Context: an optimization exercise on an open-source flow, tuned for small area. The choices shown serve that exercise and are no tape-out recipe. In this exercise RTL edits were held to simulation tests only and were not proved equivalent to the original. Power and IR drop assume default switching activity.

===== flow/run.sh =====
#!/bin/bash
# synth_recipe.tcl (not shown) runs the flow's synth.tcl, then flattens the netlist and writes it again
# the make line also repeats each setting of config.mk as NAME=value (left out here)
make -C /OpenROAD-flow-scripts/flow DESIGN_CONFIG=/design/flow/config.mk WORK_HOME=/design/flow/orfs CLKGATE_MAP_FILE= SYNTH_SCRIPT=/design/flow/synth_recipe.tcl finish

===== flow/config.mk =====
export PLATFORM = sky130hd
export DESIGN_NAME = frame_parser
export DESIGN_NICKNAME = frame_parser
export VERILOG_FILES = /design/flow/design.v
export SDC_FILE = /design/flow/constraint.sdc
export NUM_CORES = 4
export LEC_CHECK = 0
export CAP_MARGIN = 20
export CORE_MARGIN = 2
export CORE_UTILIZATION = 40
export PLACE_DENSITY = 0.6
export SLEW_MARGIN = 20

===== flow/constraint.sdc =====
create_clock -name core_clock -period 10.0 [get_ports {clk}]
set_input_delay 2.0000 -clock core_clock [delete_from_list [all_inputs] [get_ports {clk}]]
set_output_delay 2.0000 -clock core_clock [all_outputs]
set_load 0.01 [all_outputs]

===== flow/design.v =====
module frame_parser (
    input  wire        clk,
    input  wire        rst,               
    input  wire        cmd_valid,
    input  wire [7:0]  cmd_op,            
    input  wire [31:0] cmd_now,           
    input  wire [7:0]  cmd_byte,          
    output wire        rsp_valid,
    output wire [7:0]  rsp_status,        
    output wire        rsp_begin,         
    output wire        rsp_data_valid,    
    output wire [7:0]  rsp_data,          
    output wire [23:0] rsp_type,          
    output wire [15:0] rsp_plen,          
    output wire [15:0] rsp_crc,           
    output wire [31:0] rsp_time,          
    output wire [31:0] rsp_attempted,     
    output wire [31:0] rsp_valid_frames,  
    output wire [31:0] rsp_cs_errors,     
    output wire [31:0] rsp_malformed,     
    output wire [31:0] rsp_timeouts       
);
    localparam [7:0]  START_MARKER = 8'h02;
    localparam [7:0]  END_MARKER   = 8'h03;
    localparam [7:0]  ESC_MARKER   = 8'h1B;
    localparam [15:0] CRC_POLY     = 16'h1021;
    localparam [31:0] TIMEOUT_MS   = 32'd5000;
    localparam [3:0] P_IDLE = 4'd15;
    reg [3:0]  pos;
    reg        esc;
    reg [11:0] dig;           
    reg [11:0] cnt;           
    reg [9:0]  pay_len;       
    reg [23:0] typ;
    reg [31:0] start;
    reg [15:0] crc;
    reg        cs_ok;         
    reg [31:0] attempted, valid_frames, cs_errors, malformed, timeouts;
    function [15:0] crc_byte(input [15:0] r_in, input [7:0] b);
        reg [15:0] r;
        integer i;
        begin
            r = r_in ^ {b, 8'h00};
            for (i = 0; i < 8; i = i + 1)
                r = r[15] ? ((r << 1) ^ CRC_POLY) : (r << 1);
            crc_byte = r;
        end
    endfunction
    function [7:0] hex_digit(input [3:0] x);
        hex_digit = (x <= 4'd9) ? (8'h30 + {4'd0, x}) : (8'h41 + {4'd0, x} - 8'd10);
    endfunction
    function [3:0] bcd_inc(input [3:0] d);
        bcd_inc = (d == 4'd9) ? 4'd0 : d + 4'd1;
    endfunction
    function [31:0] inc32(input [31:0] q, input ci);
        reg cb, c;
        integer b, i;
        begin
            cb = ci;
            for (b = 0; b < 4; b = b + 1) begin
                c = cb;
                for (i = 0; i < 8; i = i + 1) begin
                    inc32[8*b+i] = q[8*b+i] ^ c;
                    c = c & q[8*b+i];
                end
                cb = cb & (&q[8*b +: 8]);
            end
        end
    endfunction
    function [9:0] inc10(input [9:0] q, input ci);
        reg c;
        integer i;
        begin
            c = ci;
            for (i = 0; i < 5; i = i + 1) begin
                inc10[i] = q[i] ^ c;
                c = c & q[i];
            end
            c = ci & (&q[4:0]);
            for (i = 5; i < 10; i = i + 1) begin
                inc10[i] = q[i] ^ c;
                c = c & q[i];
            end
        end
    endfunction
    wire is_feed  = cmd_op == 8'h06;
    wire is_tick  = cmd_op == 8'h07;
    wire is_stats = cmd_op == 8'h08;
    wire is_reset = cmd_op == 8'h09;
    wire is_legal = is_feed | is_tick | is_stats | is_reset;
    wire feed = cmd_valid & is_feed;
    wire clr  = rst | (cmd_valid & is_reset);
    wire        idle      = pos == P_IDLE;
    wire [13:0] d_lo    = {1'b0, cmd_now[12:0]} - {1'b0, start[12:0]};
    wire        lo_bw   = d_lo[13];
    wire [18:0] t_hi    = cmd_now[31:13] ^ start[31:13];
    wire        hi_eq   = ~|t_hi;                  
    wire [17:0] inc_ok;                            
    genvar gi;
    generate for (gi = 0; gi < 18; gi = gi + 1) begin : g_inc
        assign inc_ok[gi] = t_hi[gi+1] == (start[13+gi] & t_hi[gi]);
    end endgenerate
    wire        hi_inc  = t_hi[0] & (&inc_ok);
    wire        hi_zero = lo_bw ? hi_inc : hi_eq;
    wire        late    = ~hi_zero | (d_lo[12:0] > TIMEOUT_MS[12:0]);
    wire        timed_out = cmd_valid & (is_feed | is_tick) & ~idle & late;
    wire [3:0]  cur       = timed_out ? P_IDLE : pos;
    wire c_idle = cur == P_IDLE;
    wire c_len  = cur[3:2] == 2'b00;
    wire c_type = cur[3:2] == 2'b01;
    wire c_pay  = cur == 4'd8;
    wire c_cs   = cur[3] & ~c_pay & ~c_idle;
    wire last   = cur[1:0] == 2'b11;       
    wire cs_first = cur == 4'd9;
    wire cs_last  = cur == 4'd12;
    wire b_start = cmd_byte == START_MARKER;
    wire b_end   = cmd_byte == END_MARKER;
    wire b_esc   = cmd_byte == ESC_MARKER;
    wire b_digit = cmd_byte >= 8'h30 && cmd_byte <= 8'h39;
    wire b_colon = cmd_byte == 8'h3A;
    reg [3:0] nib;
    always @(*) begin
        case (cur[1:0])
            2'b01:   nib = crc[15:12];
            2'b10:   nib = crc[11:8];
            2'b11:   nib = crc[7:4];
            default: nib = crc[3:0];
        endcase
    end
    wire cs_match = cmd_byte == hex_digit(nib);
    wire pay_end   = c_pay & ~esc & b_end;           
    wire pay_byte  = c_pay & ~pay_end;               
    wire over      = cnt == 12'h999;                 
    wire len_ok    = cnt == dig;
    wire ev_begin     = c_idle & b_start;
    wire ev_malformed = (c_len & ~last & ~b_digit) | ((c_len | c_type) & last & ~b_colon) |
                        (pay_byte & over) | (pay_end & ~len_ok);
    wire cs_good      = cs_match & (cs_first | cs_ok);
    wire ev_frame     = c_cs & cs_last & cs_good;
    wire ev_mismatch  = c_cs & cs_last & ~cs_good;
    wire data_out     = pay_byte & ~over & (esc | ~b_esc);
    wire advance = ev_begin | ((c_len | c_type) & ~ev_malformed) |
                   (pay_end & len_ok) | (c_cs & ~cs_last);
    wire hold    = (c_idle & ~b_start) | (pay_byte & ~over);
    assign rsp_valid        = cmd_valid;
    assign rsp_status       = is_legal ? {7'd0, is_feed & ev_frame} : 8'hFF;
    assign rsp_begin        = is_feed & ev_begin;
    assign rsp_data_valid   = is_feed & data_out;
    assign rsp_data         = {cmd_byte[7:6], cmd_byte[5] ^ esc, cmd_byte[4:0]};
    assign rsp_type         = typ;
    assign rsp_plen         = {6'd0, pay_len};
    assign rsp_crc          = crc;
    assign rsp_time         = cmd_now;
    assign rsp_attempted    = attempted;
    assign rsp_valid_frames = valid_frames;
    assign rsp_cs_errors    = cs_errors;
    assign rsp_malformed    = malformed;
    assign rsp_timeouts     = timeouts;
    always @(posedge clk) begin
        if (clr) begin
            pos <= P_IDLE;
        end else if (cmd_valid) begin
            if (is_feed)
                pos <= advance ? cur + 4'd1 : hold ? cur : P_IDLE;
            else if (timed_out)
                pos <= P_IDLE;
        end
    end
    always @(posedge clk) begin
        if (clr) begin
            attempted    <= 32'd0;
            valid_frames <= 32'd0;
            cs_errors    <= 32'd0;
            malformed    <= 32'd0;
            timeouts     <= 32'd0;
        end else begin
            timeouts     <= inc32(timeouts,     timed_out);
            attempted    <= inc32(attempted,    feed & ev_begin);
            malformed    <= inc32(malformed,    feed & ev_malformed);
            cs_errors    <= inc32(cs_errors,    feed & ev_mismatch);
            valid_frames <= inc32(valid_frames, feed & ev_frame);
        end
    end
    always @(posedge clk) begin
        if (c_idle) start <= cmd_now;
        if (feed) begin
            esc <= pay_byte & ~esc & b_esc;
            if (c_idle)
                crc <= 16'hFFFF;
            else if (~c_cs & ~pay_end)
                crc <= crc_byte(crc, cmd_byte);
            if (c_len & ~last)
                dig <= {dig[7:0], cmd_byte[3:0]};
            if (c_type & ~last)
                typ <= {typ[15:0], cmd_byte};
            if (~c_pay)
                cnt <= 12'h004;
            else if (pay_byte)
                cnt <= {(cnt[7:0] == 8'h99) ? bcd_inc(cnt[11:8]) : cnt[11:8],
                        (cnt[3:0] == 4'h9)  ? bcd_inc(cnt[7:4])  : cnt[7:4],
                        bcd_inc(cnt[3:0])};
            pay_len <= c_idle ? 10'd0 : inc10(pay_len, data_out);
            if (c_cs)
                cs_ok <= cs_good;
        end
    end
endmodule

==> PnR_summary.wiki, run 1 <==
{| class="wikitable"
! Metric !! Value
|-
| Status || timing/DRC/antenna clean
|-
| Post-route DRC || 0
|-
| Via count || 9,731
|-
| Fmax || 0.1057 GHz
|-
| Peak ir drop on the vdd network || 0.1265 mV
|-
| Final RePlAce weighted congestion || 0.9218
|-
| Final setup violation count || 0
|-
| RSZ-0062 raised after global routing || no
|-
| Critical path endpoint category || output pin
|-
| Number of primary I/O pins || 318
|-
| Number of global-route vias before repair || 9,852
|-
| Slew at the pin closest to its max-slew limit || 778.6 ps
|-
| Reg-to-Reg Start || start[6]
|-
| Max-cap violations || 0
|-
| Max_slew headroom || 48.09%
|-
| Global-route wire length before repair || 52,500 um
|-
| Total negative slack for setup checks || 0 ps
|-
| Predominant post-synthesis flop cell || dfxtp_1
|-
| P&R area growth vs syn || 32.09%
|-
| Ratio of routed vias to standard cells || 4.920
|-
| Post-synthesis cell area || 13,540 sq um
|-
| Required time reported for the critical path endpoint || 8000 ps
|-
| Share of layout cells above drive strength 1 || 5.821%
|-
| Detailed-route wire length || 32,770 um
|-
| DIE WIDTH || 188.0 um
|-
| Delay of the slowest cell on the worst path || 440 ps
|-
| Count of yosys warnings during synthesis || 1
|-
| Proportion of register bits with asynchronous set or reset after synthesis || 0%
|-
| Worst setup path startpoint || cmd_now[0]
|-
| Period minus WS final || 9463 ps
|-
| Nets || 1,748
|-
| Average instance area after synthesis || 11.09 sq um
|-
| Overall overflow remaining after global route || 0
|-
| Gate count after technology mapping || 1,221
|-
| H-Tree Depth || 1
|-
| Chip Height || 188.0 um
|-
| Filler Cell Count || 2,925
|-
| Number of buffers inserted by hold repair at cts || 0
|-
| Type of origin of the critical path || input port
|-
| Type of the worst setup path || in -> out
|-
| Routed len/inst || 16.57 um
|-
| Multi-input gate area || 6314 sq um
|-
| Worst Skew || 16.12 ps
|-
| Post-Place Cell Area || 16,880 sq um
|-
| Leakage power figure || 0.007754 uW
|-
| Arrival time reported for the critical path endpoint || 7460 ps
|-
| Core Footprint || 33,450 sq um
|-
| HP Class || reg -> reg
|-
| FP Rows || 67
|-
| Number of buffers inserted during clock tree synthesis || 30
|-
| Final instance area || 17,880 sq um
|-
| Post-synthesis register bit count || 272
|-
| Count of input and output buffers || 311
|-
| Number of endpoints with negative hold slack in the final report || 0
|-
| CTS tree || yes
|-
| Starting utilization of the core area || 40.47%
|-
| Post-synth EDFFs || 108
|-
| Netlist cell types || 71
|-
| Sequential cell area fraction in the yosys report || 48.21%
|-
| Period Utilization, post-route || 94.63%
|-
| Sinks on the clock net || 272
|-
| Cell with the biggest individual delay on the critical path || clkdlybuf4s50_1
|-
| Clock transition at path regs || 60 ps
|-
| Power density over the cells || 136.6 nW/um^2
|-
| Pre-antenna DRT Iters || 5
|-
| Antenna violations before repair || 1
|-
| Root Driver || clkbuf_16
|-
| Maximum number of pins on one net before global-route repair || 137
|-
| Max-slew violation count || 0
|-
| Area of all sequential standard cells || 6526 sq um
|-
| Global routing usage summed across all routing layers || 18.48%
|-
| Insertion delay of the later-clocked pin in the worst-skew pair || 580 ps
|-
| Die footprint || 35,330 sq um
|-
| Highest net fanout along the worst path || 4
|-
| Number of nets with antenna violations after routing || 0
|-
| Buffers from clock root to sink, at most || 3
|-
| Initial drt markers || 428
|-
| HPWL Detailed || 24,620 um
|-
| Startpoint of the lowest-slack hold path || typ[2]
|}
placed cells by master, fill, tap and decap left out, types with 5 or more instances in the layout:
master,instances
inv_1,59
xor2_1,40
a221o_1,5
nand3_1,18
o211ai_1,6
clkinv_2,6
clkbuf_16,30
nand2_1,53
clkbuf_8,7
nor2_1,68
nand4_1,41
a21oi_1,26
buf_4,19
conb_1,6
o21ai_0,23
nor4_1,11
a31oi_1,9
and3_1,11
nor3_1,18
clkdlybuf4s50_1,310
clkbuf_1,7
ha_1,190
dfxtp_1,164
and2_1,147
xnor2_1,47
or3_1,11
edfxtp_1,108
worst max-delay path: cells and delay by family:
kind / cells / cell delay [ps]
AO/OA/AOI/OAI: 16 / 3040
buffers and inverters: 7 / 1080
adder cells (fa/ha/maj): 4 / 1080
AND/OR/NAND/NOR: 2 / 250
Yosys cell counts (13+ instances only):
master / count / share of area (%)
xnor2_1: 47 / 3.0
nand2_1: 53 / 1.5
nor4_1: 13 / 0.60
nor3_1: 18 / 0.67
nand4_1: 41 / 1.9
and2_1: 147 / 6.8
inv_1: 59 / 1.6
ha_1: 190 / 18
nand3_1: 18 / 0.67
a21oi_1: 28 / 1.0
dfxtp_1: 164 / 24
nor2_1: 70 / 1.9
o21ai_0: 25 / 0.92
xor2_1: 40 / 2.6
clkbuf_1: 26 / 0.72
buf_4: 52 / 2.9
edfxtp_1: 108 / 24
flip-flops by register name (all words and copies together), names as in the netlist:
register      count
malformed        32
cs_ok             1
pay_len          10
esc               1
pos               4
crc              16
typ              24
cs_errors        32
dig              12
valid_frames     32
timeouts         32
cnt              12
start            32
attempted        32
final timing paths:
| kind | cells after the start | slack [ps] | end |
|---|---|---|---|
| hold reg to reg | 0 | 440 | typ[10] |
| hold / removal | 0 | 440 | typ[10] |
| setup / recovery | 29 | 540 | rsp_status[0] |
| setup reg to reg | 32 | 3240 | valid_frames[31] |
per-stage QoR:
stage / setup WS, ps / total power, uW / utilization (%) / cells / hold WS, ps
after floorplan: 851.6 / 1320 / - / 1226 / 447.3
after global placement: 139.9 / 1383 / 50.46 / 1921 / 431.3
after CTS: 45.54 / 2476 / 53.41 / 1977 / 447.3
after detailed placement: -47.73 / 1385 / 50.46 / 1921 / 432.7
after global routing: 132.0 / 2539 / 53.46 / 1978 / 464.1
final: 536.8 / 2442 / 53.46 / 1978 / 444.9
per-layer routing:
layer  routed length (um)  GRT usage [%]
met1                14060          22.70
met2                15080          30.94
met3                 2822          6.401
met4                  818          4.846
met5                    0              0
timing repair:
item,in CTS,in global routing
setup endpoints to repair,1,1
buffers inserted,1,0
gates resized for setup,1,5
pin swaps,1,1
hold endpoints to repair,0,0
kinds of logic (layout without fill, tap and decap cells):
group,after synthesis,in the layout,synth area share (%)
fa+ha+maj,191,191,17.71
flops,272,272,48.21
simple gates,402,402,16.18
xor+xnor,87,87,5.629
compound gates,123,123,6.554
mux,2,2,0.1571
other cells,1,7,0.02770
buf+inv,143,446,5.527
where the power goes:
part	leakage, uW	switching, uW	internal [uW]
clock	0.000481	450	630
combinational	0.00493	109	88.3
sequential	0.00234	3.59	1160
total	0.00775	562	1880
area by class of cell:
cell class                      instances  area share (%)
Clock buffer                           44           4.884
Inverter                               60           1.288
Sequential cell                       272           36.50
Antenna cell                            1         0.01399
Tap cell                              448           3.135
Clock inverter                         11          0.5878
Timing Repair Buffer                  331           18.28
Multi-Input combinational cell        811           35.31
==> inputs of run 2 (changes only) <==
--- a/flow/design.v
+++ b/flow/design.v
@@ -49,8 +49,17 @@
     function [7:0] hex_digit(input [3:0] x);
         hex_digit = (x <= 4'd9) ? (8'h30 + {4'd0, x}) : (8'h41 + {4'd0, x} - 8'd10);
     endfunction
-    function [3:0] bcd_inc(input [3:0] d);
-        bcd_inc = (d == 4'd9) ? 4'd0 : d + 4'd1;
+    function [11:0] bcd_inc3(input [11:0] d, input ci);
+        reg c;
+        integer k;
+        begin
+            c = ci;
+            for (k = 0; k < 3; k = k + 1) begin
+                bcd_inc3[4*k +: 4] = c ? ((d[4*k +: 4] == 4'd9) ? 4'd0 : d[4*k +: 4] + 4'd1)
+                                       : d[4*k +: 4];
+                c = c & (d[4*k +: 4] == 4'd9);
+            end
+        end
     endfunction
     function [31:0] inc32(input [31:0] q, input ci);
         reg cb, c;
@@ -183,6 +192,8 @@
     end
     always @(posedge clk) begin
         if (c_idle) start <= cmd_now;
+        cnt     <= c_pay  ? bcd_inc3(cnt, feed & pay_byte) : 12'h004;
+        pay_len <= c_idle ? 10'd0 : inc10(pay_len, feed & data_out);
         if (feed) begin
             esc <= pay_byte & ~esc & b_esc;
             if (c_idle)
@@ -193,13 +204,6 @@
                 dig <= {dig[7:0], cmd_byte[3:0]};
             if (c_type & ~last)
                 typ <= {typ[15:0], cmd_byte};
-            if (~c_pay)
-                cnt <= 12'h004;
-            else if (pay_byte)
-                cnt <= {(cnt[7:0] == 8'h99) ? bcd_inc(cnt[11:8]) : cnt[11:8],
-                        (cnt[3:0] == 4'h9)  ? bcd_inc(cnt[7:4])  : cnt[7:4],
-                        bcd_inc(cnt[3:0])};
-            pay_len <= c_idle ? 10'd0 : inc10(pay_len, data_out);
             if (c_cs)
                 cs_ok <= cs_good;
         end
==> flow/flow/run.sh (new file) <==
#!/bin/bash
# The standard layout, with two changes to how it is built:
#  - the port buffers are the smallest buffer cell (buf_1) instead of the
#    delay buffer buffer_ports picks by default;
#  - the clock tree is built from clkbuf_2 cells without dummy loads.
# standard.sh's whole output (every ORFS step) goes to standard_flow.log;
# each step's own log is kept under orfs/logs/.
set -euo pipefail
export BUFFER_PORTS_ARGS="-buffer_cell sky130_fd_sc_hd__buf_1"
export CTS_ARGS="-sink_clustering_enable -repair_clock_nets -dont_use_dummy_load -buf_list sky130_fd_sc_hd__clkbuf_2"
bash standard.sh > standard_flow.log 2>&1
==> flow/standard.sh (new file) <==
#!/bin/bash
# synth_recipe.tcl (not shown) runs the flow's synth.tcl, then flattens the netlist and writes it again
# the make line also repeats each setting of config.mk as NAME=value (left out here)
make -C /OpenROAD-flow-scripts/flow DESIGN_CONFIG=/design/flow/config.mk WORK_HOME=/design/flow/orfs CLKGATE_MAP_FILE= SYNTH_SCRIPT=/design/flow/synth_recipe.tcl "${@:-finish}"
removed: flow/run.sh
==> PnR_summary.wiki, run 2 <==
{| class="wikitable"
! Metric !! Value
|-
| Area of all sequential standard cells || 6306 sq um (-3.4%)
|-
| Final instance area || 15,020 sq um (-16%)
|-
| Max-cap violations || 0 (unchanged)
|-
| Required time reported for the critical path endpoint || 8000 ps (about the same)
|-
| Largest area contributor in the netlist || dfxtp_1
|-
| Most common cell in the netlist || dfxtp_1
|-
| Post-CTS Resized || 0 (-1)
|-
| Power density over the cells || 124.3 nW/um^2 (-9.0%)
|-
| Delay of the slowest cell on the worst path || 420 ps (-20 ps)
|-
| Post-synth EDFFs || 86 (-20%)
|-
| Worst Skew || 122.2 ps (+106.0 ps)
|-
| Average instance area after synthesis || 10.95 sq um (-1.2%)
|-
| Commonest cells in the synthesized netlist || dfxtp_1 (186), ha_1 (184), and2_1 (147), edfxtp_1 (86), nor2_1 (73)
|-
| Total Power || 1867 uW (-24%)
|-
| Overall overflow remaining after global route || 0 (unchanged)
|-
| Proportion of register bits with asynchronous set or reset after synthesis || 0% (unchanged)
|-
| Pre-antenna DRT Iters || 5 (unchanged)
|-
| # placed instances || 1,904 (-0.88%)
|-
| Global routing usage summed across all routing layers || 17.99% (-0.49 points)
|-
| FP Rows || 66 (-1.5%)
|-
| Routed len/inst || 15.95 um (-3.7%)
|-
| Peak ir drop on the vdd network || 0.06973 mV (-45%)
|-
| Period Utilization, post-route || 95.34% (+0.71 points)
|-
| Post-synthesis cell area || 13,300 sq um (-1.8%)
|-
| H-Tree Depth || 3 (+2)
|-
| DIE WIDTH || 186.3 um (-0.87%)
|-
| Ratio of routed vias to standard cells || 4.881 (-0.79%)
|-
| Clock transition at path regs || 90 ps (+30 ps)
|-
| Busiest grt layer || met2
|-
| Arrival time reported for the critical path endpoint || 7530 ps (+70 ps)
|-
| Final core area utilization || 46.05% (-7.4 points)
|-
| Global-route wire length before repair || 49,760 um (-5.2%)
|-
| Number of primary I/O pins || 318 (unchanged)
|-
| Antenna violations before repair || 3 (+2)
|-
| Core Footprint || 32,620 sq um (-2.5%)
|-
| Nets || 1,774 (+1.5%)
|-
| Cell with the biggest individual delay on the critical path || a221o_1
|-
| Reg2Reg Capture Point || valid_frames[7]
|-
| Type of the worst setup path || in -> out
|-
| Post-route insts no fill || 1,981 (+0.15%)
|-
| Gate count after technology mapping || 1,214 (-0.57%)
|-
| Maximum number of pins on one net before global-route repair || 127 (-7.3%)
|-
| Detailed-route wire length || 31,600 um (-3.6%)
|-
| Met3 Use GR || 6.846% (+0.45 points)
|-
| Post-Place Cell Area || 14,640 sq um (-13%)
|-
| Reg-to-Reg Start || start[0]
|-
| Post-route DRC || 0 (unchanged)
|-
| Initial drt markers || 357 (-17%)
|-
| Leading cell types by total area after synthesis || dfxtp_1 (28%), edfxtp_1 (19%), ha_1 (17%)
|-
| CTS tree || yes
|-
| Worst setup path startpoint || cmd_now[0]
|-
| Netlist cell types || 71 (unchanged)
|-
| Sequential cell area fraction in the yosys report || 47.43% (-0.79 points)
|-
| Worst reg2reg setup slack || 2820 ps (-420 ps)
|-
| HP Class || reg -> reg
|-
| Number of buffers inserted during clock tree synthesis || 74 (+150%)
|-
| Most common cell after layout, fill and taps aside || buf_1
|-
| Highest net fanout along the worst path || 8 (+4)
|-
| Predominant post-synthesis flop cell || dfxtp_1
|-
| HPWL Detailed || 23,870 um (-3.0%)
|-
| Root Driver || clkbuf_2
|-
| Total negative slack for setup checks || 0 ps (unchanged)
|-
| Number of buffers inserted by hold repair at cts || 0 (unchanged)
|-
| Final RePlAce weighted congestion || 0.8408 (-8.8%)
|-
| Post-synthesis register bit count || 272 (unchanged)
|-
| Number of global-route vias before repair || 9,583 (-2.7%)
|-
| Count of input and output buffers || 311 (unchanged)
|-
| Area share of the largest cell type after synthesis || 28.00% (+3.8 points)
|-
| Max_slew headroom || 32.39% (-16 points)
|-
| Status || timing/DRC/antenna clean
|-
| Sinks on the clock net || 272 (unchanged)
|-
| Die footprint || 34,720 sq um (-1.7%)
|-
| Slew at the pin closest to its max-slew limit || 1014 ps (+235.5 ps)
|-
| Number of nets with antenna violations after routing || 0 (unchanged)
|-
| Cell occurring most often along the worst timing path || inv_1
|-
| Fmax || 0.1049 GHz (-0.74%)
|-
| RSZ-0062 raised after global routing || no
|-
| Depth of the most critical reg-to-reg path || 35 (+9.4%)
|-
| Insertion delay of the later-clocked pin in the worst-skew pair || 870 ps (+290 ps)
|-
| Buffers from clock root to sink, at most || 3 (unchanged)
|-
| Via count || 9,669 (-0.64%)
|-
| Setup bufs post-CTS || 0 (-1)
|-
| Chip Height || 186.3 um (-0.87%)
|-
| Routing usage on met1 || 21.88% (-0.83 points)
|-
| Critical path endpoint category || output pin
|-
| P&R area growth vs syn || 12.98%
|-
| Type of origin of the critical path || input port
|-
| Global Route met2 Usage || 29.22% (-1.7 points)
|-
| Highest-count cells in the layout ignoring fill and taps || buf_1 (311), dfxtp_1 (186), ha_1 (184), and2_1 (147), edfxtp_1 (86)
|-
| Count of yosys warnings during synthesis || 1 (unchanged)
|-
| Final setup violation count || 0 (unchanged)
|-
| Starting utilization of the core area || 40.76% (+0.29 points)
|-
| Filler Cell Count || 3,190 (+9.1%)
|-
| Share of layout cells above drive strength 1 || 7.227% (+1.4 points)
|-
| Max-slew violation count || 0 (unchanged)
|-
| Leakage power figure || 0.006669 uW (-14%)
|-
| Timing endpoint of the critical path || rsp_status[0]
|-
| Period minus WS final || 9534 ps (+70.76 ps)
|-
| Multi-input gate area || 6332 sq um (+0.30%)
|-
| Number of endpoints with negative hold slack in the final report || 0 (unchanged)
|}
run 2: critical path: cells and delay by family:
| family | cells | cell delay [ps] |
|---|---|---|
| mux | 1 | 190 |
| fa+ha+maj | 4 | 980 |
| compound gates | 12 | 2820 |
| buf+inv | 6 | 570 |
| simple gates | 6 | 960 |
run 2: how the worst min path moves through the flow:
stage / startpoint / end / slack [ps] / cells after the start
after floorplan: dig[6] / dig[10] / 450 / 0
after global placement: typ[11] / typ[19] / 430 / 0
after detailed placement: typ[9] / typ[17] / 430 / 0
after CTS: dig[4] / dig[8] / 420 / 0
after global routing: dig[4] / dig[8] / 410 / 0
final: dig[4] / dig[8] / 430 / 0
run 2: logic make-up (layout without fill, tap and decap cells):
group           count (synthesis)  after routing  synth area share [%]
simple gates                  417            417                 17.57
flops                         272            272                 47.43
fa+ha+maj                     185            185                 17.46
buf+inv                       133            450                 5.288
compound gates                110            110                 5.891
xor+xnor                       95             95                 6.258
other cells                     1              9               0.02820
mux                             1              1               0.07528
run 2: cell type report:
| class | count | share of cell area [%] |
|---|---|---|
| multi-input cells | 814 | 42.15 |
| diodes | 3 | 0.04998 |
| repair buffers | 322 | 8.321 |
| well taps | 442 | 3.681 |
| clock buffers | 74 | 2.465 |
| flip-flops and latches | 272 | 41.98 |
| inverters | 54 | 1.349 |
run 2: where the power goes:
part	leakage [uW]	switching (uW)	internal, uW	total, uW
clock	0.000307	400	192	592
sequential	0.00232	2.06	1140	1140
combinational	0.00404	82.9	49.8	133
run 2: per-layer routing:
layer,vias to the layer above,share of wire (%)
met5,-,0
met2,320,46
li1,4847,-
met4,0,1.8
met3,44,8.7
met1,4458,43
run 2: per-stage QoR:
| stage | setup slack (ps) | hold slack (ps) |
|---|---|---|
| CTS | 485.1 | 424.3 |
| floorplan | 1184 | 447.3 |
| global placement | 705.8 | 427.9 |
| finish | 466.1 | 428.5 |
| global route | 44.21 | 406.8 |
| detailed placement | 509.1 | 434.2 |
==> inputs of run 3 (changes only) <==
--- a/flow/design.v
+++ b/flow/design.v
@@ -62,17 +62,18 @@
         end
     endfunction
     function [31:0] inc32(input [31:0] q, input ci);
-        reg cb, c;
-        integer b, i;
-        begin
-            cb = ci;
-            for (b = 0; b < 4; b = b + 1) begin
-                c = cb;
-                for (i = 0; i < 8; i = i + 1) begin
-                    inc32[8*b+i] = q[8*b+i] ^ c;
-                    c = c & q[8*b+i];
-                end
-                cb = cb & (&q[8*b +: 8]);
+        reg c;
+        integer i;
+        begin
+            c = ci;
+            for (i = 0; i < 16; i = i + 1) begin
+                inc32[i] = q[i] ^ c;
+                c = c & q[i];
+            end
+            c = ci & (&q[15:0]);
+            for (i = 16; i < 32; i = i + 1) begin
+                inc32[i] = q[i] ^ c;
+                c = c & q[i];
             end
         end
     endfunction
@@ -81,12 +82,7 @@
         integer i;
         begin
             c = ci;
-            for (i = 0; i < 5; i = i + 1) begin
-                inc10[i] = q[i] ^ c;
-                c = c & q[i];
-            end
-            c = ci & (&q[4:0]);
-            for (i = 5; i < 10; i = i + 1) begin
+            for (i = 0; i < 10; i = i + 1) begin
                 inc10[i] = q[i] ^ c;
                 c = c & q[i];
             end
==> PnR_summary.wiki, run 3 <==
{| class="wikitable"
! Metric !! Value
|-
| Buffers from clock root to sink, at most || 3 (unchanged)
|-
| Nets || 1,754 (-1.1%)
|-
| Chip Height || 184.4 um (-1.1%)
|-
| Sinks on the clock net || 272 (unchanged)
|-
| Number of buffers inserted during clock tree synthesis || 76 (+2.7%)
|-
| Count of yosys warnings during synthesis || 1 (unchanged)
|-
| Type of origin of the critical path || input port
|-
| Die footprint || 33,990 sq um (-2.1%)
|-
| Type of the worst setup path || in -> out
|-
| Fmax || 0.1053 GHz (+0.40%)
|-
| Commonest cells in the synthesized netlist || ha_1 (195), dfxtp_1 (186), and2_1 (166), edfxtp_1 (86), xnor2_1 (61)
|-
| Final RePlAce weighted congestion || 0.8367 (-0.49%)
|-
| Number of nets with antenna violations after routing || 0 (unchanged)
|-
| Worst setup path startpoint || cmd_now[0]
|-
| Reg2Reg Capture Point || cs_errors[15]
|-
| Final setup violation count || 0 (unchanged)
|-
| Highest-count cells in the layout ignoring fill and taps || buf_1 (310), ha_1 (195), dfxtp_1 (186), and2_1 (166), edfxtp_1 (86)
|-
| Root Driver || clkbuf_2
|-
| Final WS setup || 504.0 ps (+37.87 ps)
|-
| Cell with the biggest individual delay on the critical path || fa_1
|-
| Ratio of routed vias to standard cells || 4.824 (-1.2%)
|-
| Arrival time reported for the critical path endpoint || 7500 ps (-30 ps)
|-
| Area share of the largest cell type after synthesis || 28.62% (+0.61 points)
|-
| # placed instances || 1,870 (-1.8%)
|-
| Status || timing/DRC/antenna clean
|-
| Overall overflow remaining after global route || 0 (unchanged)
|-
| Share of layout cells above drive strength 1 || 9.103% (+1.9 points)
|-
| Slew at the pin closest to its max-slew limit || 1012 ps (-1.647 ps)
|-
| Startpoint of the lowest-slack hold path || typ[6]
|-
| Sequential cell area fraction in the yosys report || 48.47% (+1.0 points)
|-
| Starting utilization of the core area || 40.30% (-0.47 points)
|-
| Number of global-route vias before repair || 9,302 (-2.9%)
|-
| Post-synth EDFFs || 86 (unchanged)
|-
| Place WS || -419.6 ps (-928.7 ps)
|-
| Period Utilization, post-route || 94.96% (-0.38 points)
|-
| Largest area contributor in the netlist || dfxtp_1
|-
| Antenna violations before repair || 1 (-2)
|-
| Timing endpoint of the critical path || rsp_status[0]
|-
| Post-route insts no fill || 1,948 (-1.7%)
|-
| Leakage power figure || 0.006763 uW (+1.4%)
|-
| Netlist cell types || 65 (-8.5%)
|-
| Count of input and output buffers || 311 (unchanged)
|-
| Pre-antenna DRT Iters || 5 (unchanged)
|-
| CTS tree || yes
|-
| Post-route DRC || 0 (unchanged)
|-
| Post-Place Cell Area || 14,610 sq um (-0.21%)
|-
| Worst Skew || 204.1 ps (+81.91 ps)
|-
| DIE WIDTH || 184.4 um (-1.1%)
|-
| Number of buffers inserted by hold repair at cts || 0 (unchanged)
|-
| Proportion of register bits with asynchronous set or reset after synthesis || 0% (unchanged)
|-
| Gate count after technology mapping || 1,150 (-5.3%)
|-
| Average instance area after synthesis || 11.31 sq um (+3.3%)
|-
| Post-synthesis register bit count || 272 (unchanged)
|-
| Leading cell types by total area after synthesis || dfxtp_1 (29%), edfxtp_1 (20%), ha_1 (19%)
|-
| Detailed-route wire length || 30,010 um (-5.0%)
|-
| Worst hold slack after final layout || 441.6 ps (+13.12 ps)
|-
| Delay of the slowest cell on the worst path || 430 ps (about the same)
|-
| Routed len/inst || 15.41 um (-3.4%)
|-
| Core Footprint || 32,290 sq um (-1.0%)
|-
| Global routing usage summed across all routing layers || 17.65% (-0.34 points)
|-
| Clock transition at path regs || 80 ps (about the same)
|-
| Number of primary I/O pins || 318 (unchanged)
|-
| Number of endpoints with negative hold slack in the final report || 0 (unchanged)
|-
| Predominant post-synthesis flop cell || dfxtp_1
|-
| Critical path endpoint category || output pin
|-
| Insertion delay of the later-clocked pin in the worst-skew pair || 950 ps (+80 ps)
|-
| Max-cap violations || 0 (unchanged)
|-
| Max-slew violation count || 0 (unchanged)
|-
| Most common cell in the netlist || ha_1
|-
| FP Rows || 66 (unchanged)
|-
| Peak ir drop on the vdd network || 0.07745 mV (+11%)
|-
| Max_slew headroom || 32.50% (+0.11 points)
|-
| Most common cell after layout, fill and taps aside || buf_1
|-
| Final instance area || 15,020 sq um (about the same)
|-
| Required time reported for the critical path endpoint || 8000 ps (about the same)
|-
| HP Class || reg -> reg
|-
| Highest net fanout along the worst path || 5 (-3)
|-
| Initial drt markers || 301 (-16%)
|-
| Post-synthesis cell area || 13,010 sq um (-2.1%)
|-
| Power density over the cells || 124.8 nW/um^2 (+0.41%)
|-
| HPWL Detailed || 22,520 um (-5.7%)
|-
| Period minus WS final || 9496 ps (-37.87 ps)
|-
| Reg-to-Reg Start || start[0]
|-
| P&R area growth vs syn || 15.41%
|-
| Depth of the most critical reg-to-reg path || 44 (+26%)
|-
| Maximum number of pins on one net before global-route repair || 133 (+4.7%)
|-
| H-Tree Depth || 3 (unchanged)
|-
| Global-route wire length before repair || 46,920 um (-5.7%)
|-
| Worst reg2reg setup slack || 1610 ps (-1210 ps)
|-
| Via count || 9,398 (-2.8%)
|}
run 3: changes by cell type in the layout (fill, tap and decap cells not counted), moves of 10 or more:
cell | previous run | this run
buf_4 | 11 | 43
nor2_1 | 72 | 40
xor2_1 | 40 | 18
and2_1 | 147 | 166
ha_1 | 184 | 195
nand2_1 | 49 | 39
run 3: worst min path at each step:
stage,end,slack (ps),cells after the start
after detailed placement,typ[22],430,0
final,typ[14],440,0
after floorplan,dig[10],450,0
after global placement,typ[13],430,0
after CTS,typ[11],450,0
after global routing,typ[20],450,0
run 3: final cells by class:
class | count | area [sq um]
fill | 3092 | 17270
sequential | 272 | 6306
multi-input combinational | 757 | 6111
timing repair buffer | 354 | 1491
tap | 442 | 553.0
clock buffer | 76 | 380.4
inverter | 46 | 172.7
antenna | 1 | 2.502
run 3: logic make-up after synthesis:
logic type / synth area share [%]
AO/OA/AOI/OAI: 5.337
XOR/XNOR: 5.318
adder cells (fa/ha/maj): 18.91
buffers and inverters: 5.135
flip-flops: 48.47
multiplexers: 0.2308
other: 0.02882
AND/OR/NAND/NOR: 16.58
run 3: report_power, final:
| part | switching [uW] | total (uW) | internal (uW) |
|---|---|---|---|
| combinational | 78.5 | 134 | 55.0 |
| clock | 401 | 598 | 197 |
| sequential | 2.11 | 1140 | 1140 |
run 3: critical path: cells and delay by family:
kind | cells | cell delay (ps)
AOI/OAI and AO/OA | 13 | 2810
and+or+nand+nor | 5 | 840
xor gates and xnor gates | 1 | 80
adders and majority gates | 4 | 980
buffers and inverters | 7 | 800
run 3: through the flow:
step	TNS, ps	utilization (%)	power [uW]
finish	0	46.51	1874
global route	-17.87	46.51	1982
CTS	0	46.43	1917
detailed placement	-3179	45.25	1301
global placement	-1244	45.25	1299
floorplan	0	-	1267
run 3: repair_timing:
action / CTS / global route
gates resized for setup: 0 / 6
setup endpoints to repair: 0 / 6
buffers inserted: 0 / 1
run 3: routing by layer:
metal / GRT usage, % / vias to the layer above / share of wire [%]
li1: - / 4683 / -
met1: 20.72 / 4310 / 42
met2: 27.59 / 330 / 45
met3: 7.528 / 75 / 9.2
met4: 8.832 / 0 / 3.9
met5: 0 / - / 0
==> inputs of run 4 (changes only) <==
--- a/flow/design.v
+++ b/flow/design.v
@@ -96,12 +96,18 @@
     wire feed = cmd_valid & is_feed;
     wire clr  = rst | (cmd_valid & is_reset);
     wire        idle      = pos == P_IDLE;
-    wire [13:0] d_lo    = {1'b0, cmd_now[12:0]} - {1'b0, start[12:0]};
-    wire        lo_bw   = d_lo[13];
+    wire [13:0] lo_b;                              
+    wire [12:0] d_lo;
+    assign lo_b[0] = 1'b0;
+    genvar gi;
+    generate for (gi = 0; gi < 13; gi = gi + 1) begin : g_lo
+        assign d_lo[gi]   = cmd_now[gi] ^ start[gi] ^ lo_b[gi];
+        assign lo_b[gi+1] = (~cmd_now[gi] & start[gi]) | (~(cmd_now[gi] ^ start[gi]) & lo_b[gi]);
+    end endgenerate
+    wire        lo_bw   = lo_b[13];
     wire [18:0] t_hi    = cmd_now[31:13] ^ start[31:13];
     wire        hi_eq   = ~|t_hi;                  
     wire [17:0] inc_ok;                            
-    genvar gi;
     generate for (gi = 0; gi < 18; gi = gi + 1) begin : g_inc
         assign inc_ok[gi] = t_hi[gi+1] == (start[13+gi] & t_hi[gi]);
     end endgenerate
@@ -109,15 +115,18 @@
     wire        hi_zero = lo_bw ? hi_inc : hi_eq;
     wire        late    = ~hi_zero | (d_lo[12:0] > TIMEOUT_MS[12:0]);
     wire        timed_out = cmd_valid & (is_feed | is_tick) & ~idle & late;
-    wire [3:0]  cur       = timed_out ? P_IDLE : pos;
-    wire c_idle = cur == P_IDLE;
-    wire c_len  = cur[3:2] == 2'b00;
-    wire c_type = cur[3:2] == 2'b01;
-    wire c_pay  = cur == 4'd8;
-    wire c_cs   = cur[3] & ~c_pay & ~c_idle;
-    wire last   = cur[1:0] == 2'b11;       
-    wire cs_first = cur == 4'd9;
-    wire cs_last  = cur == 4'd12;
+    wire p_len  = pos[3:2] == 2'b00;
+    wire p_type = pos[3:2] == 2'b01;
+    wire p_pay  = pos == 4'd8;
+    wire p_cs   = pos[3] & ~p_pay & ~idle;
+    wire c_idle = idle | timed_out;
+    wire c_len  = p_len  & ~timed_out;
+    wire c_type = p_type & ~timed_out;
+    wire c_pay  = p_pay  & ~timed_out;
+    wire c_cs   = p_cs   & ~timed_out;
+    wire last   = pos[1:0] == 2'b11;       
+    wire cs_first = pos == 4'd9;
+    wire cs_last  = pos == 4'd12;
     wire b_start = cmd_byte == START_MARKER;
     wire b_end   = cmd_byte == END_MARKER;
     wire b_esc   = cmd_byte == ESC_MARKER;
@@ -125,7 +134,7 @@
     wire b_colon = cmd_byte == 8'h3A;
     reg [3:0] nib;
     always @(*) begin
-        case (cur[1:0])
+        case (pos[1:0])
             2'b01:   nib = crc[15:12];
             2'b10:   nib = crc[11:8];
             2'b11:   nib = crc[7:4];
@@ -133,20 +142,23 @@
         endcase
     end
     wire cs_match = cmd_byte == hex_digit(nib);
-    wire pay_end   = c_pay & ~esc & b_end;           
-    wire pay_byte  = c_pay & ~pay_end;               
+    wire pay_end   = p_pay & ~esc & b_end;           
+    wire pay_byte  = p_pay & ~pay_end;               
     wire over      = cnt == 12'h999;                 
     wire len_ok    = cnt == dig;
+    wire mal_nt    = (p_len & ~last & ~b_digit) | ((p_len | p_type) & last & ~b_colon) |
+                     (pay_byte & over) | (pay_end & ~len_ok);
+    wire cs_good   = cs_match & (cs_first | cs_ok);
+    wire data_nt   = pay_byte & ~over & (esc | ~b_esc);
     wire ev_begin     = c_idle & b_start;
-    wire ev_malformed = (c_len & ~last & ~b_digit) | ((c_len | c_type) & last & ~b_colon) |
-                        (pay_byte & over) | (pay_end & ~len_ok);
-    wire cs_good      = cs_match & (cs_first | cs_ok);
-    wire ev_frame     = c_cs & cs_last & cs_good;
-    wire ev_mismatch  = c_cs & cs_last & ~cs_good;
-    wire data_out     = pay_byte & ~over & (esc | ~b_esc);
-    wire advance = ev_begin | ((c_len | c_type) & ~ev_malformed) |
-                   (pay_end & len_ok) | (c_cs & ~cs_last);
-    wire hold    = (c_idle & ~b_start) | (pay_byte & ~over);
+    wire ev_malformed = mal_nt & ~timed_out;
+    wire ev_frame     = p_cs & cs_last & cs_good & ~timed_out;
+    wire ev_mismatch  = p_cs & cs_last & ~cs_good & ~timed_out;
+    wire data_out     = data_nt & ~timed_out;
+    wire advance = (idle & b_start) | ((p_len | p_type) & ~mal_nt) |
+                   (p_pay & ~esc & b_end & len_ok) | (p_cs & ~cs_last);
+    wire hold    = (idle & ~b_start) | (pay_byte & ~over);
+    wire [3:0] pos_feed = advance ? pos + 4'd1 : hold ? pos : P_IDLE;
     assign rsp_valid        = cmd_valid;
     assign rsp_status       = is_legal ? {7'd0, is_feed & ev_frame} : 8'hFF;
     assign rsp_begin        = is_feed & ev_begin;
@@ -166,7 +178,7 @@
             pos <= P_IDLE;
         end else if (cmd_valid) begin
             if (is_feed)
-                pos <= advance ? cur + 4'd1 : hold ? cur : P_IDLE;
+                pos <= timed_out ? (b_start ? 4'd0 : P_IDLE) : pos_feed;
             else if (timed_out)
                 pos <= P_IDLE;
         end
@@ -191,10 +203,10 @@
         cnt     <= c_pay  ? bcd_inc3(cnt, feed & pay_byte) : 12'h004;
         pay_len <= c_idle ? 10'd0 : inc10(pay_len, feed & data_out);
         if (feed) begin
-            esc <= pay_byte & ~esc & b_esc;
+            esc <= c_pay & ~esc & b_esc;
             if (c_idle)
                 crc <= 16'hFFFF;
-            else if (~c_cs & ~pay_end)
+            else if (~p_cs & ~pay_end)
                 crc <= crc_byte(crc, cmd_byte);
             if (c_len & ~last)
                 dig <= {dig[7:0], cmd_byte[3:0]};
==> PnR_summary.wiki, run 4 <==
{| class="wikitable"
! Metric !! Value
|-
| Via count || 8,753 (-6.9%)
|-
| Ratio of routed vias to standard cells || 4.825 (about the same)
|-
| Routed len/inst || 15.97 um (+3.7%)
|-
| Largest area contributor in the netlist || dfxtp_1
|-
| Critical path endpoint category || output pin
|-
| Most common cell after layout, fill and taps aside || buf_1
|-
| Netlist cell types || 62 (-4.6%)
|-
| Max_slew headroom || 34.65% (+2.2 points)
|-
| Final setup violation count || 0 (unchanged)
|-
| Total negative slack for setup checks || 0 ps (unchanged)
|-
| Type of origin of the critical path || input port
|-
| Post-synth EDFFs || 86 (unchanged)
|-
| Max-cap violations || 0 (unchanged)
|-
| Number of global-route vias before repair || 8,809 (-5.3%)
|-
| Share of layout cells above drive strength 1 || 8.009% (-1.1 points)
|-
| Insertion delay of the later-clocked pin in the worst-skew pair || 790 ps (-160 ps)
|-
| Number of buffers inserted during clock tree synthesis || 74 (-2.6%)
|-
| Pre-antenna DRT Iters || 5 (unchanged)
|-
| H-Tree Depth || 3 (unchanged)
|-
| Count of input and output buffers || 311 (unchanged)
|-
| Leakage power figure || 0.006476 uW (-4.2%)
|-
| Post-synthesis register bit count || 272 (unchanged)
|-
| Maximum number of pins on one net before global-route repair || 114 (-14%)
|-
| Fmax || 0.1034 GHz (-1.8%)
|-
| Count of yosys warnings during synthesis || 1 (unchanged)
|-
| Area share of the largest cell type after synthesis || 29.25% (+0.63 points)
|-
| Required time reported for the critical path endpoint || 8000 ps (about the same)
|-
| Final RePlAce weighted congestion || 0.8024 (-4.1%)
|-
| Arrival time reported for the critical path endpoint || 7670 ps (+170 ps)
|-
| Final instance area || 14,470 sq um (-3.6%)
|-
| Place WS || -404.4 ps (+15.26 ps)
|-
| P&R area growth vs syn || 13.65%
|-
| Number of buffers inserted by hold repair at cts || 0 (unchanged)
|-
| Post-synthesis cell area || 12,730 sq um (-2.1%)
|-
| Final WS setup || 326.2 ps (-177.8 ps)
|-
| Worst Skew || 123.5 ps (-80.51 ps)
|-
| Number of endpoints with negative hold slack in the final report || 0 (unchanged)
|-
| Most common cell in the netlist || dfxtp_1
|-
| Chip Height || 182.4 um (-1.1%)
|-
| Number of primary I/O pins || 318 (unchanged)
|-
| RSZ-0062 raised after global routing || no
|-
| Filler Cell Count || 3,015 (-2.5%)
|-
| Antenna violations before repair || 2 (+1)
|-
| Sinks on the clock net || 272 (unchanged)
|-
| Sequential cell area fraction in the yosys report || 49.53% (+1.1 points)
|-
| Proportion of register bits with asynchronous set or reset after synthesis || 0% (unchanged)
|-
| Buffers from clock root to sink, at most || 3 (unchanged)
|-
| Highest net fanout along the worst path || 5 (unchanged)
|-
| Type of the worst setup path || in -> out
|-
| Nets || 1,660 (-5.4%)
|-
| HPWL Detailed || 21,780 um (-3.3%)
|-
| Clock transition at path regs || 90 ps (about the same)
|-
| Number of nets with antenna violations after routing || 0 (unchanged)
|-
| Max-slew violation count || 0 (unchanged)
|-
| Final core area utilization || 45.98% (-0.53 points)
|-
| Commonest cells in the synthesized netlist || dfxtp_1 (186), ha_1 (184), and2_1 (163), edfxtp_1 (86), xnor2_1 (62)
|-
| Core Footprint || 31,470 sq um (-2.5%)
|-
| Predominant post-synthesis flop cell || dfxtp_1
|-
| Post-route DRC || 0 (unchanged)
|-
| Root Driver || clkbuf_2
|-
| Power density over the cells || 126.2 nW/um^2 (+1.1%)
|-
| Period minus WS final || 9674 ps (+177.8 ps)
|-
| Die footprint || 33,270 sq um (-2.1%)
|-
| Detailed-route wire length || 28,970 um (-3.5%)
|-
| DIE WIDTH || 182.4 um (-1.1%)
|-
| Initial drt markers || 333 (+11%)
|-
| Status || timing/DRC/antenna clean
|-
| Overall overflow remaining after global route || 0 (unchanged)
|-
| Peak ir drop on the vdd network || 0.07380 mV (-4.7%)
|-
| Global-route wire length before repair || 46,020 um (-1.9%)
|-
| Leading cell types by total area after synthesis || dfxtp_1 (29%), edfxtp_1 (20%), ha_1 (18%)
|-
| Highest-count cells in the layout ignoring fill and taps || buf_1 (310), dfxtp_1 (186), ha_1 (184), and2_1 (163), edfxtp_1 (86)
|-
| Gate count after technology mapping || 1,089 (-5.3%)
|-
| Average instance area after synthesis || 11.69 sq um (+3.3%)
|-
| FP Rows || 65 (-1.5%)
|-
| Post-Place Cell Area || 14,060 sq um (-3.8%)
|-
| CTS tree || yes
|-
| Global routing usage summed across all routing layers || 17.36% (-0.29 points)
|-
| Slew at the pin closest to its max-slew limit || 972.1 ps (-40.39 ps)
|-
| Period Utilization, post-route || 96.74% (+1.8 points)
|-
| HP Class || reg -> reg
|-
| Starting utilization of the core area || 40.45% (+0.16 points)
|}
## run 4: logic make-up (layout without fill, tap and decap cells)
group / Yosys count / after routing / share of synthesized area (%)
adders and majority gates: 196 / 196 / 19.97
muxes: 4 / 4 / 0.3145
and+or+nand+nor: 357 / 357 / 16.52
xor gates and xnor gates: 76 / 76 / 5.228
AOI/OAI and AO/OA: 54 / 54 / 3.037
other: 1 / 7 / 0.02945
buffers and inverters: 129 / 446 / 5.375
DFF: 272 / 272 / 49.53
## run 4: area by class of cell
class / instances / area, sq um / share of cell area (%)
tap: 402 / 503.0 / 3.476
sequential: 272 / 6306 / 43.58
multi-input combinational: 693 / 5838 / 40.35
clock buffer: 74 / 370.4 / 2.559
timing repair buffer: 325 / 1274 / 8.802
antenna: 1 / 2.502 / 0.01729
inverter: 47 / 176.4 / 1.219
## run 4: routing by layer
layer | global-route usage [%] | share of wire [%]
met1 | 20.97 | 43
met2 | 28.70 | 47
met3 | 6.326 | 8.1
met4 | 5.806 | 1.9
met5 | 0 | 0.045
## run 4: what timing repair did
item / CTS / global route
pin swaps: 0 / 1
setup buffers: 0 / 0
endpoints found under the setup margin: 1 / 4
resized for setup: 3 / 8
## run 4: power by group
| part | leakage (uW) | total, uW | switching [uW] | internal (uW) |
|---|---|---|---|---|
| clock network | 0.000307 | 583 | 391 | 192 |
| registers | 0.00232 | 1140 | 2.46 | 1140 |
| logic | 0.00385 | 100 | 62.7 | 37.4 |
## run 4: worst paths after layout
kind	start	to	slack [ps]	depth (start not counted)
worst min register to register	typ[1]	typ[9]	430	0
worst max-delay path	cmd_now[0]	rsp_status[0]	330	27
worst max register to register	start[0]	attempted[15]	1680	40
worst min-delay path	typ[1]	typ[9]	430	0
## run 4: critical path: stages
cell and delay [ps]:
buf_1 80, inv_1 50, ha_1 150, fa_1 180, fa_1 160, inv_1 50
fa_1 390, fa_1 370, inv_1 80, fa_1 170, inv_1 50, fa_1 380
fa_2 350, fa_2 340, fa_1 360, inv_1 70, fa_1 170, fa_1 160
inv_1 50, fa_1 380, or4_4 540, o21ai_4 170, a21oi_4 110, or2_4 290
buf_4 160, o311ai_4 230, buf_2 190
## run 4: metrics by stage
step | power (uW) | instances | hold slack, ps
finish | 1826 | 1814 | 434.9
global route | 1941 | 1814 | 430.9
CTS | 1872 | 1813 | 431.0
detailed placement | 1268 | 1739 | 429.4
global placement | 1267 | 1739 | 431.3
floorplan | 1241 | 1094 | 448.7

## port drivers added, routing unchanged
How much do the figures lean on ideal ports? The routed layouts below were timed once more, with nothing changed but the port constraints.
Step 1: set_driving_cell puts a clkbuf_16 on clk and a buf_2 on each other input, an assumption about the parent block.
Step 2 times the ports against the registers' clock, not the clock port: input delays grow and output delays shrink by t, the midpoint of the rising clock arrivals with the driver on.
Slacks: ideal / step 1 / step 2; pairs: ideal / step 1.
run | t, ns | setup slack, ns | clock arrival spread, ns | slew at the worst register clock pin (ns)
run 1 | 0.620 | 0.537 / 0.516 / 0.516 | 0.016 / 0.016 | 0.07 / 0.07
run 2 | 0.851 | 0.466 / 0.445 / 0.445 | 0.123 / 0.122 | 0.11 / 0.11
run 3 | 0.892 | 0.504 / 0.475 / -0.256 | 0.204 / 0.204 | 0.10 / 0.10
run 4 | 0.772 | 0.326 / 0.302 / -0.128 | 0.137 / 0.137 | 0.10 / 0.10
Met with ideal ports but missed after step 2: setup timing in run 3 and run 4. For run 3, which loses most, drivers alone change the setup slack by -0.029 ns; drivers and shift together by -0.760 ns.
